Context: an optimization exercise on an open-source flow, tuned for small area, a short achievable clock period and few clock cycles. The choices shown serve that exercise and are no tape-out recipe. Only simulation tests tie the RTL to the original design; equivalence was not proved. Power figures rest on the tool's default switching activity, not on a simulated workload.

wip/indigo:
// can_codec
module can_codec (
    input  wire        clk,
    input  wire        rst,           
    input  wire        cmd_valid,
    input  wire [63:0] cmd_word,
    output wire        cmd_ready,
    input  wire        rx_load,
    input  wire [31:0] rx_id,
    input  wire [7:0]  rx_len,
    input  wire [63:0] rx_data,       
    output wire [7:0]  proto,
    output reg         txv,
    output wire [31:0] txf_id,
    output wire [7:0]  txf_len,
    output wire [63:0] txf_data,
    output reg  [31:0] rxf_id,
    output reg  [7:0]  rxf_len,
    output reg  [63:0] rxf_data,
    output wire [7:0]  meas_addr,
    output wire [31:0] meas_v,
    output wire [31:0] meas_i,
    output wire [31:0] meas_t,
    output wire [31:0] meas_s,
    output wire [31:0] meas_c,
    output wire [7:0]  meas_p,
    output wire [7:0]  status
);
    localparam [3:0] ST_IDLE = 4'h0, ST_FRAME = 4'h1, ST_UNSUPPORTED = 4'h2,
                     ST_SELECT_OK = 4'h3, ST_SELECT_REJ = 4'h4, ST_OK = 4'h5,
                     ST_UNKNOWN = 4'h6, ST_INVALID = 4'h7, ST_ILLEGAL = 4'h8;
    localparam integer STEPS = 7;     
    function [7:0] dstep125;    
        input [7:0] t;
        begin
            case (t)
                8'd0: dstep125 = {1'b0, 7'd0};
                8'd1: dstep125 = {1'b0, 7'd1};
                8'd2: dstep125 = {1'b0, 7'd2};
                8'd3: dstep125 = {1'b0, 7'd3};
                8'd4: dstep125 = {1'b0, 7'd4};
                8'd5: dstep125 = {1'b0, 7'd5};
                8'd6: dstep125 = {1'b0, 7'd6};
                8'd7: dstep125 = {1'b0, 7'd7};
                8'd8: dstep125 = {1'b0, 7'd8};
                8'd9: dstep125 = {1'b0, 7'd9};
                8'd10: dstep125 = {1'b0, 7'd10};
                8'd11: dstep125 = {1'b0, 7'd11};
                8'd12: dstep125 = {1'b0, 7'd12};
                8'd13: dstep125 = {1'b0, 7'd13};
                8'd14: dstep125 = {1'b0, 7'd14};
                8'd15: dstep125 = {1'b0, 7'd15};
  ...
Size in the first run: ~4,300 cells after synthesis, about 570 I/O pins, roughly 27,000 µm² of cells after synthesis.
==> flow/config.mk <==
export PLATFORM = sky130hd
export DESIGN_NAME = can_codec
export DESIGN_NICKNAME = can_codec
export VERILOG_FILES = /design/flow/design.v
export SDC_FILE = /design/flow/constraint.sdc
export NUM_CORES = 4
export LEC_CHECK = 0
export ABC_AREA = 1
export CAP_MARGIN = 20
export CORE_MARGIN = 2
export CORE_UTILIZATION = 55
export SLEW_MARGIN = 20
export SYNTH_HIERARCHICAL = 1
==> flow/constraint.sdc <==
create_clock -name core_clock -period 14.0 [get_ports {clk}]
set_input_delay 2.8000 -clock core_clock [delete_from_list [all_inputs] [get_ports {clk}]]
set_output_delay 2.8000 -clock core_clock [all_outputs]
set_load 0.01 [all_outputs]
standard.sh (not shown) runs the stock make flow with config.mk's settings and CLKGATE_MAP_FILE= SYNTH_SCRIPT=/design/flow/synth_recipe.tcl, a recipe that flattens the netlist after the stock synthesis.
==> flow/flow/run.sh <==
#!/bin/bash
# The standard layout (standard.sh), with two changes to how it is made:
# timing repair aims well below the 14 ns clock (the clock period and the
# constraints stay the design's; only the repair target moves), and the
# port buffers are the smallest buffer cell.
set -euo pipefail
bash standard.sh SETUP_SLACK_MARGIN=8.0 TNS_END_PERCENT=100 \
    'BUFFER_PORTS_ARGS=-buffer_cell sky130_fd_sc_hd__buf_1' finish > standard_finish.log 2>&1
wip/indigo closes out successfully: all stages finished, all timing, DRC and antenna checks passed.
Testbench counts of wip/indigo, summed over its fixed seeds: cycles 20,831.
Changes in wip/raven relative to wip/indigo:
- CORE_UTILIZATION changed from 55 to 40
diff --git a/flow/flow/run.sh b/flow/flow/run.sh
--- a/flow/flow/run.sh
+++ b/flow/flow/run.sh
@@ -6,3 +6,3 @@
 set -euo pipefail
-bash standard.sh SETUP_SLACK_MARGIN=8.0 TNS_END_PERCENT=100 \
+bash standard.sh SETUP_SLACK_MARGIN=8.5 TNS_END_PERCENT=100 \
     'BUFFER_PORTS_ARGS=-buffer_cell sky130_fd_sc_hd__buf_1' finish > standard_finish.log 2>&1
[summary]
In wip/raven relative to wip/indigo, die area had gone up by more than a quarter. wip/indigo → wip/raven: final net count rose by 81; portion of the clock cycle consumed by the worst path in the final layout rose by 1.4 points. [wip/raven] met3 routed wirelength rose 460 µm relative to wip/indigo. Against wip/indigo, routability congestion estimate in wip/raven fell slightly. wip/raven | status: complete | timing, DRC, antenna: pass. Looking at the reports, wip/indigo completed the entire flow and the layout it produced met the timing, design-rule and antenna checks. The via count reported for wip/raven is higher than the one for wip/indigo. Number of cells on the worst reg-to-reg path (wip/indigo / wip/raven): 0.927. wip/raven ended with more non-clock buffer count than wip/indigo. Footprint of the flip-flops and latches essentially unchanged between wip/indigo and wip/raven. Cell area, wip/indigo and wip/raven: lower on wip/indigo. Compared to wip/indigo, the router laid down more metal wire for wip/raven.
Relative to wip/raven, the following input files were edited for wip/willow:
diff --git a/flow/flow/run.sh b/flow/flow/run.sh
--- a/flow/flow/run.sh
+++ b/flow/flow/run.sh
@@ -6,3 +6,3 @@
 set -euo pipefail
-bash standard.sh SETUP_SLACK_MARGIN=8.5 TNS_END_PERCENT=100 \
+bash standard.sh SETUP_SLACK_MARGIN=8.0 TNS_END_PERCENT=100 \
     'BUFFER_PORTS_ARGS=-buffer_cell sky130_fd_sc_hd__buf_1' finish > standard_finish.log 2>&1
==> summary.txt <==
Fraction of power consumed by combinational cells in wip/willow is 2.4 points lower than in wip/raven
On clock skew: between wip/raven and wip/willow, it ends up lower for wip/willow.
Per the comparison of wip/willow with wip/raven, worst hold slack moved up, count of buffering cells on the critical path with inverters included down 5.
Final non-filler cell area: wip/willow vs wip/raven down about 3.7%
Compared with wip/raven, wip/willow instantiates a smaller number of cells.

what the ideal ports hide:
Ports are ideal in the flow. The routed layouts listed here were re-timed in OpenROAD. Step 1, drivers: a clkbuf_16 drives clk and a buf_2 each remaining input, both assumed. Step 2, shift: input delay + t, output delay - t, t = (earliest + latest rising clock arrival at the registers) / 2. This alone moves slack from input paths to output paths. Slacks: ideal ports / drivers / drivers and shift; pairs: ideal ports / drivers.
run | shift t [ns] | setup WS [ns] | clock arrival spread, ns | worst register clock-pin slew, ns
wip/indigo | 0.625 | 8.179 / 8.179 / 7.773 | 0.051 / 0.051 | 0.07 / 0.07
wip/raven | 0.619 | 7.982 / 7.982 / 7.939 | 0.029 / 0.029 | 0.07 / 0.07
wip/willow | 0.623 | 8.129 / 8.129 / 7.741 | 0.023 / 0.023 | 0.06 / 0.06
After both steps setup and hold are still met in every run listed. For wip/indigo, which loses most, drivers alone change the setup slack by 0.000 ns; drivers and shift together by -0.406 ns.
